What follows belongs to an exercise in optimizing a design on an open flow for small area and a short achievable clock period; a production flow would make more cautious choices. At most, simulation tests tie the RTL to the original design; equivalence was not proved.

==> exp/violet: inputs <==
==> flow/design.v <==
module frame_detect (
    input  wire         clk,
    input  wire         rst,           
    input  wire         in_valid,
    input  wire [15:0]  in_mag,
    output reg          msg_valid,
    output reg          msg_long,
    output wire [111:0] msg_data
);
    reg         rst_q;           
    reg         ev;              
    reg  [15:0] x;               
    always @(posedge clk) begin
        rst_q <= rst;
        ev    <= in_valid & ~rst;
        x     <= in_mag;
    end
    reg [15:0] w1, w2, w3, w4, w5, w6, w7, w8, w9, w10;
    always @(posedge clk) begin
        if (ev) begin
            w1 <= x;  w2 <= w1; w3 <= w2; w4 <= w3; w5 <= w4;
            w6 <= w5; w7 <= w6; w8 <= w7; w9 <= w8; w10 <= w9;
        end
    end
    wire g1 = w1 > x;            
    wire g2 = w2 > x;
    wire g3 = w3 > x;
    wire g4 = w4 > x;
    wire g5 = w5 > x;
    wire g6 = w6 > x;
    wire l1 = w1 < x;            
    reg q1, q2, q3, q4, q5;
    always @(posedge clk) begin
        if (ev) begin
            q1 <= g1;
            q2 <= q1 & g2;
            q3 <= q2 & g3;
            q4 <= q3 & g4;
            q5 <= q4 & g5;
        end
    end
    wire [17:0] peak_sum  = w9 + w7 + w2 + x;
    reg  [15:0] mean_q;
    always @(posedge clk)
        if (ev)
            mean_q <= peak_sum[17:2];
    wire [17:0] mean3     = 3 * mean_q;
    wire quiet = (mean_q != 16'd0) &&
                 ({2'b00, w10} < mean3) && ({2'b00, w8} < mean3) &&
                 ({2'b00, w3}  < mean3) && ({2'b00, w1} < mean3);
    reg        seen;             
    reg [14:1] pv;
    wire       verdict = pv[14] & q5 & g6;      
    always @(posedge clk) begin
        if (rst_q) begin
            seen <= 1'b0;
            pv   <= 14'd0;
        end else if (ev) begin
            seen   <= 1'b1;
            pv[1]  <= seen & g1;                 
            pv[2]  <= pv[1] & l1;                
            pv[3]  <= pv[2];
            pv[4]  <= pv[3];
            pv[5]  <= pv[4];
            pv[6]  <= pv[5] & q3 & g4;           
            pv[7]  <= pv[6] & l1;                
            pv[8]  <= pv[7] & g1;                
            pv[9]  <= pv[8] & l1;                
            pv[10] <= pv[9] & quiet;             
            pv[11] <= pv[10];
            pv[12] <= pv[11];
            pv[13] <= pv[12];
            pv[14] <= pv[13];
        end
    end
    reg        act;              
    reg        cur_long;
    reg  [7:0] fc;
    reg        pend;
    reg  [6:0] pc;
    reg [55:0] p, q;
    reg        stg;              
    wire odd     = fc[0];
    wire col     = act & odd & (fc <= (cur_long ? 8'd223 : 8'd111));
    wire col_lo  = col & (fc <= 8'd111);         
    wire col_hi  = col & (fc >  8'd111);         
    wire to_q    = col_lo & (pend | stg);
    wire to_p    = col_lo & ~(pend | stg);
    wire skip_end = act & (fc == (cur_long ? 8'd238 : 8'd126));
    wire pres_long  = act & cur_long & (fc == 8'd223);
    wire pres_short = pend & (pc == 7'd96);
    wire move    = stg & ~pend & ~col;
    always @(posedge clk) begin
        if (rst_q) begin
            act  <= 1'b0;
            pend <= 1'b0;
            stg  <= 1'b0;
        end else if (ev) begin
            if (act) begin
                fc <= fc + 8'd1;
                if (fc == 8'd1) begin
                    cur_long <= g1;
                    stg      <= pend;
                end
                if (skip_end) begin
                    act <= 1'b0;
                    if (!cur_long) begin
                        pend <= 1'b1;
                        pc   <= 7'd0;
                    end
                end
            end else if (verdict) begin
                act <= 1'b1;
                fc  <= 8'd0;
            end
            if (pend) begin
                pc <= pc + 7'd1;
                if (pres_short)
                    pend <= 1'b0;
            end
            if (move)
                stg <= 1'b0;
        end
    end
    always @(posedge clk) begin
        if (ev) begin
            if (to_p)
                p <= {p[54:0], g1};
            else if (move)
                p <= q;
            if (to_q | col_hi)
                q <= {q[54:0], g1};
        end
    end
    always @(posedge clk) begin
        msg_valid <= ev & ~rst & (pres_long | pres_short);
        if (ev & (pres_long | pres_short))
            msg_long <= pres_long;
    end
    assign msg_data = {p, q & {56{msg_long}}};
endmodule
==> flow/run.sh <==
#!/bin/bash
# synth_recipe.tcl (not shown) runs the flow's synth.tcl, then flattens the netlist and writes it again
# the make line also repeats each setting of config.mk as NAME=value (left out here)
make -C /OpenROAD-flow-scripts/flow DESIGN_CONFIG=/design/flow/config.mk WORK_HOME=/design/flow/orfs CLKGATE_MAP_FILE= SYNTH_SCRIPT=/design/flow/synth_recipe.tcl finish
==> flow/config.mk <==
export PLATFORM = sky130hd
export DESIGN_NAME = frame_detect
export DESIGN_NICKNAME = frame_detect
export VERILOG_FILES = /design/flow/design.v
export SDC_FILE = /design/flow/constraint.sdc
export NUM_CORES = 4
export LEC_CHECK = 0
export CAP_MARGIN = 20
export CORE_MARGIN = 2
export CORE_UTILIZATION = 40
export SLEW_MARGIN = 20
==> flow/constraint.sdc <==
create_clock -name core_clock -period 10.0 [get_ports {clk}]
set_input_delay 2.0000 -clock core_clock [delete_from_list [all_inputs] [get_ports {clk}]]
set_output_delay 2.0000 -clock core_clock [all_outputs]
set_load 0.01 [all_outputs]
==> exp/yarrow (differences from exp/violet) <==
--- a/flow/design.v
+++ b/flow/design.v
@@ -17,3 +17,3 @@
     end
-    reg [15:0] w1, w2, w3, w4, w5, w6, w7, w8, w9, w10;
+    reg [15:0] w1, w2, w3, w4, w5, w6, w7, w8, w9;
     always @(posedge clk) begin
@@ -21,3 +21,3 @@
             w1 <= x;  w2 <= w1; w3 <= w2; w4 <= w3; w5 <= w4;
-            w6 <= w5; w7 <= w6; w8 <= w7; w9 <= w8; w10 <= w9;
+            w6 <= w5; w7 <= w6; w8 <= w7; w9 <= w8;
         end
@@ -42,10 +42,7 @@
     wire [17:0] peak_sum  = w9 + w7 + w2 + x;
-    reg  [15:0] mean_q;
-    always @(posedge clk)
-        if (ev)
-            mean_q <= peak_sum[17:2];
-    wire [17:0] mean3     = 3 * mean_q;
-    wire quiet = (mean_q != 16'd0) &&
-                 ({2'b00, w10} < mean3) && ({2'b00, w8} < mean3) &&
-                 ({2'b00, w3}  < mean3) && ({2'b00, w1} < mean3);
+    wire [15:0] mean_high = peak_sum[17:2];
+    wire [17:0] mean3     = 3 * mean_high;
+    wire quiet = (mean_high != 16'd0) &&
+                 ({2'b00, w9} < mean3) && ({2'b00, w7} < mean3) &&
+                 ({2'b00, w2} < mean3) && ({2'b00, x}  < mean3);
     reg        seen;             
@@ -67,4 +64,4 @@
             pv[8]  <= pv[7] & g1;                
-            pv[9]  <= pv[8] & l1;                
-            pv[10] <= pv[9] & quiet;             
+            pv[9]  <= pv[8] & l1 & quiet;        
+            pv[10] <= pv[9];
             pv[11] <= pv[10];
==> key figures <==
STA
  • PnR worst setup slack: 5.55 ns

Outcome
  • Status: complete, no violations

Cells and area
  • Design area: 21,100 um^2
  • Final core utilization: 0.480

Worst setup path
  • CP Launch Point: mean_q[0]
  • R2R setup slack: 5.55 ns
  • Crit path depth: 17
  • Worst path most repeated cell: a21oi_1

Synth
  • Post-synthesis compound-gate area fraction: 0.0861
  • Post-synth cell types: 76

Floorplan
  • Row cnt: 77

Hold path
  • HP Start: w8[1]
Source of the figures above: exp/violet

==> key figures <==
Clock network
  • CTS tree: done

Worst setup path
  • Worst path most repeated cell: fa_1
  • R2R setup slack: 3.12 ns
  • Crit path depth: 28
  • CP Launch Point: x[1]

Cells and area
  • Final core utilization: 0.483
  • Design area: 20,200 um^2

Outcome
  • Status: complete, no violations

Floorplan
  • Row cnt: 75

Hold path
  • HP Start: w8[7]

Synth
  • Post-synth cell types: 84

STA
  • PnR worst setup slack: 3.12 ns
Source of the figures above: exp/yarrow

No functional check of the RTL was part of exp/violet.

==> afterwards: timing with drivers on the ports <==
No port has a modelled driver above. Below, the same layouts with a new extraction and two added sets of constraints. Step 1 assumes that a clkbuf_16 drives the clock port and a buf_2 every other input. Step 2 times the ports against the registers' clock, not the clock port: input delays grow and output delays shrink by t, the midpoint of the rising clock arrivals with the driver on. a / b / c = no drivers / after step 1 / after step 2; a / b = the first two.
run | t (ns) | setup slack, ns | clock arrival spread, ns | slew at the worst register clock pin (ns) | cell pins on the clock port's net
exp/violet | 0.585 | 5.548 / 5.548 / 5.548 | 0.011 / 0.011 | 0.06 / 0.06 | 1
exp/yarrow | 0.588 | 3.124 / 3.124 / 3.124 | 0.030 / 0.030 | 0.06 / 0.06 | 1
After both steps every run listed still meets setup and hold.
